Context: an optimization exercise on an open-source flow, tuned for small area, a short achievable clock period and few clock cycles per item. The choices shown serve that exercise and are no tape-out recipe.
At most, simulation tests tie the RTL to the original design; equivalence was not proved.

12-03:
==> module aes_mixcol, before the edit <==
module aes_mixcol (
    input  wire [31:0] col,
    input  wire        inv,
    output wire [31:0] y
);
    function [7:0] xt(input [7:0] v);
        xt = {v[6:0], 1'b0} ^ (v[7] ? 8'h1b : 8'h00);
    endfunction
    wire [7:0] a0 = col[31:24];
    wire [7:0] a1 = col[23:16];
    wire [7:0] a2 = col[15:8];
    wire [7:0] a3 = col[7:0];
    wire [7:0] m0 = xt(a0 ^ a1) ^ a1 ^ a2 ^ a3;
    wire [7:0] m1 = xt(a1 ^ a2) ^ a2 ^ a3 ^ a0;
    wire [7:0] m2 = xt(a2 ^ a3) ^ a3 ^ a0 ^ a1;
    wire [7:0] m3 = xt(a3 ^ a0) ^ a0 ^ a1 ^ a2;
    wire [7:0] u  = xt(xt(a0 ^ a2));
    wire [7:0] v  = xt(xt(a1 ^ a3));
    wire [7:0] uv = xt(u ^ v);
    wire [7:0] w0 = inv ? (u ^ uv) : 8'h00;
    wire [7:0] w1 = inv ? (v ^ uv) : 8'h00;
    assign y = {m0 ^ w0, m1 ^ w1, m2 ^ w0, m3 ^ w1};
endmodule
==> module cfc_cipher, before the edit <==
module cfc_cipher (
    input  wire         clk,
    input  wire         rst,       
    input  wire         start,
    input  wire         first,
    input  wire         dec,
    input  wire [127:0] key,
    input  wire [127:0] din,
    output wire         ready,
    output wire         done,
    output wire [127:0] dout
);
    localparam [127:0] DEFAULT_IV = 128'h562e17996d093d28ddb3ba695a2e6f58;
    reg         busy;       
    reg         kexp;       
    reg         fin;        
    reg [3:0]   rnd;        
    reg         done_r;
    reg         mode_dec;   
    reg [127:0] state;      
    reg [127:0] rk;         
    reg [127:0] skey;       
    reg [127:0] blk;        
    reg [127:0] chain;      
    wire accept = ~busy & start;
    assign ready = ~busy;
    assign done  = done_r;
    assign dout  = state;
    reg [7:0] rcon;
    always @(*) begin
        case (rnd)
            4'd1:    rcon = 8'h01;
            4'd2:    rcon = 8'h02;
            4'd3:    rcon = 8'h04;
            4'd4:    rcon = 8'h08;
            4'd5:    rcon = 8'h10;
            4'd6:    rcon = 8'h20;
            4'd7:    rcon = 8'h40;
            4'd8:    rcon = 8'h80;
            4'd9:    rcon = 8'h1b;
            4'd10:   rcon = 8'h36;
            default: rcon = 8'h00;
        endcase
    end
    wire         kback = mode_dec & ~kexp;
    wire [127:0] ks    = busy ? rk : skey;
    wire [31:0]  w0 = ks[127:96];
    wire [31:0]  w1 = ks[95:64];
    wire [31:0]  w2 = ks[63:32];
    wire [31:0]  w3 = ks[31:0];
    wire [31:0]  ksb_in = !busy ? (skey[31:0] ^ skey[63:32]) :
                          kback ? (rk[31:0] ^ rk[63:32]) : rk[31:0];
    wire [31:0]  ksb_out;
    genvar i;
    generate
        for (i = 0; i < 4; i = i + 1) begin : g_ksbox
            aes_sbox u_ks (.a(ksb_in[31-8*i -: 8]), .y(ksb_out[31-8*i -: 8]));
        end
    endgenerate
    wire [31:0]  kt = {ksb_out[23:0], ksb_out[31:24]} ^ {rcon, 24'h0};
    wire [31:0]  f0 = w0 ^ kt;
    wire [31:0]  f1 = w1 ^ f0;
    wire [31:0]  f2 = w2 ^ f1;
    wire [31:0]  f3 = w3 ^ f2;
    wire [127:0] rk_fwd = {f0, f1, f2, f3};
    wire [127:0] rk_bwd = {f0, w1 ^ w0, w2 ^ w1, w3 ^ w2};
    wire         rdec = mode_dec;
    wire [127:0] t;
    wire [127:0] xs_rnd;
    genvar c, r;
    generate
        for (c = 0; c < 4; c = c + 1) begin : g_col
            for (r = 0; r < 4; r = r + 1) begin : g_row
                localparam integer CE = (c + r) % 4;
                localparam integer CD = (c + 4 - r) % 4;
                aes_sbox_ed u_sb (.af(state[127-8*(4*CE+r) -: 8]),
                                  .ai(state[127-8*(4*CD+r) -: 8]),
                                  .k(rk[127-8*(4*c+r) -: 8]),
                                  .inv(rdec),
                                  .y(t[127-8*(4*c+r) -: 8]));
            end
            wire [31:0] tc = t[127-32*c -: 32];
            wire [31:0] mc;
            aes_mixcol u_mc (.col(tc), .inv(rdec), .y(mc));
            assign xs_rnd[127-32*c -: 32] = fin ? tc : mc;
        end
    endgenerate
    wire [127:0] ys_rnd = rdec ? (fin ? chain : 128'h0) : rk_fwd;
    wire [127:0] acc_k  = first ? (DEFAULT_IV ^ key) : (skey ^ (mode_dec ? 128'h0 : state));
    wire [127:0] xs = !busy ? din   : kexp ? blk    : xs_rnd;
    wire [127:0] ys = !busy ? acc_k : kexp ? rk_fwd : ys_rnd;
    wire [127:0] start_key = first ? key : skey;
    wire         start_dec = first ? dec : mode_dec;
    always @(posedge clk) begin
        if (busy | start)
            state <= xs ^ ys;
    end
    always @(posedge clk) begin
        if (rst) begin
            busy   <= 1'b0;
            kexp   <= 1'b0;
            fin    <= 1'b0;
            done_r <= 1'b0;
            rnd    <= 4'd10;
        end else begin
            done_r <= 1'b0;
            if (!busy) begin
                rk <= rk_bwd;      
                if (start) begin
                    busy <= 1'b1;
                    fin  <= 1'b0;
                    if (start_dec) begin
                        if (first) begin
                            rk   <= key;
                            rnd  <= 4'd1;
                            kexp <= 1'b1;
                        end else begin
                            rnd  <= 4'd9;
                        end
                    end else begin
                        if (first) skey <= key;
                        rk    <= start_key;
                        rnd   <= 4'd1;
                    end
                end
            end else if (kexp) begin
                rnd <= rnd + 4'd1;
                if (rnd == 4'd10) begin
                    skey  <= rk_fwd;
                    rnd   <= 4'd9;
                    kexp  <= 1'b0;
                end else begin
                    rk <= rk_fwd;
                end
            end else begin
                if (mode_dec) begin
                    rk  <= rk_bwd;
                    rnd <= rnd - 4'd1;
                    fin <= (rnd == 4'd1);
                end else begin
                    rk  <= rk_fwd;
                    rnd <= rnd + 4'd1;
                    fin <= (rnd == 4'd9);
                end
                if (fin) begin
                    busy   <= 1'b0;
                    done_r <= 1'b1;
                    rnd    <= 4'd10;
                end
            end
        end
    end
    always @(posedge clk) begin
        if (accept & ~rst) begin
            blk <= din;
            if (first) begin
                mode_dec <= dec;
                chain    <= DEFAULT_IV;
            end else begin
                chain    <= blk;
            end
        end
    end
endmodule
Settings: LEC_CHECK=0, CAP_MARGIN=20, CORE_MARGIN=2, CORE_UTILIZATION=65, PLACE_DENSITY=0.75, SETUP_SLACK_MARGIN=1.5, SLEW_MARGIN=20, SYNTH_HIERARCHICAL=1, TNS_END_PERCENT=0; clock period 10.0 ns.
run.sh (not shown) runs the stock make flow with config.mk's settings and CLKGATE_MAP_FILE= SYNTH_SCRIPT=/design/flow/synth_recipe.tcl, a recipe that flattens the netlist after the stock synthesis.
12-03: no failed stages, no open violations at the end
Testbench counts of 12-03, summed over its fixed seeds: cycles 26,330, blocks 2,182.
#### Input delta (03-22 over 12-03)
--- a/flow/design.v
+++ b/flow/design.v
@@ -94,6 +94,7 @@
 module aes_mixcol (
     input  wire [31:0] col,
     input  wire        inv,
+    input  wire        byp,
     output wire [31:0] y
 );
     function [7:0] xt(input [7:0] v);
@@ -103,16 +104,18 @@
     wire [7:0] a1 = col[23:16];
     wire [7:0] a2 = col[15:8];
     wire [7:0] a3 = col[7:0];
-    wire [7:0] m0 = xt(a0 ^ a1) ^ a1 ^ a2 ^ a3;
-    wire [7:0] m1 = xt(a1 ^ a2) ^ a2 ^ a3 ^ a0;
-    wire [7:0] m2 = xt(a2 ^ a3) ^ a3 ^ a0 ^ a1;
-    wire [7:0] m3 = xt(a3 ^ a0) ^ a0 ^ a1 ^ a2;
+    wire [7:0] s  = a0 ^ a1 ^ a2 ^ a3;
+    wire [7:0] e0 = xt(a0 ^ a1) ^ s;
+    wire [7:0] e1 = xt(a1 ^ a2) ^ s;
+    wire [7:0] e2 = xt(a2 ^ a3) ^ s;
+    wire [7:0] e3 = xt(a3 ^ a0) ^ s;
     wire [7:0] u  = xt(xt(a0 ^ a2));
     wire [7:0] v  = xt(xt(a1 ^ a3));
     wire [7:0] uv = xt(u ^ v);
     wire [7:0] w0 = inv ? (u ^ uv) : 8'h00;
     wire [7:0] w1 = inv ? (v ^ uv) : 8'h00;
-    assign y = {m0 ^ w0, m1 ^ w1, m2 ^ w0, m3 ^ w1};
+    wire [31:0] d = byp ? 32'h0 : {e0 ^ w0, e1 ^ w1, e2 ^ w0, e3 ^ w1};
+    assign y = col ^ d;
 endmodule
 module cfc_cipher (
     input  wire         clk,
@@ -197,8 +200,8 @@
             end
             wire [31:0] tc = t[127-32*c -: 32];
             wire [31:0] mc;
-            aes_mixcol u_mc (.col(tc), .inv(rdec), .y(mc));
-            assign xs_rnd[127-32*c -: 32] = fin ? tc : mc;
+            aes_mixcol u_mc (.col(tc), .inv(rdec), .byp(fin), .y(mc));
+            assign xs_rnd[127-32*c -: 32] = mc;
         end
     endgenerate
     wire [127:0] ys_rnd = rdec ? (fin ? chain : 128'h0) : rk_fwd;
==> comparison <==
03-22 went all the way through synthesis, placement and routing and the layout is clean on timing, DRC and antenna.
03-22 vs 12-03: total non-filler cell area in the finished layout up slightly
Diff 12-03..03-22 | site row count | unchanged
Going from 12-03 to 03-22, the buffer count excluding the clock tree in the final layout was found to have gone up by 21.
Looking at 03-22 and 12-03, the synthesized cell area is a wash.
For 03-22, only the layout was checked, not whether the RTL still works.

port drivers added, routing unchanged:
In the flow no input, the clock included, has a driving cell. The finished layouts below were timed again as built, in two steps. Step 1, drivers: a clkbuf_16 drives clk and a buf_2 each remaining input, both assumed. Step 2 times the ports against the registers' clock, not the clock port: input delays grow and output delays shrink by t, the midpoint of the rising clock arrivals with the driver on. a / b / c = ideal ports / drivers / drivers and shift; a / b = the first two.
run | t, ns | setup slack, ns | slew at the worst register clock pin (ns)
12-03 | 0.748 | 1.605 / 1.605 / 1.605 | 0.07 / 0.07
03-22 | 0.778 | 1.433 / 1.433 / 1.433 | 0.07 / 0.07
After both steps every run listed still meets setup and hold.
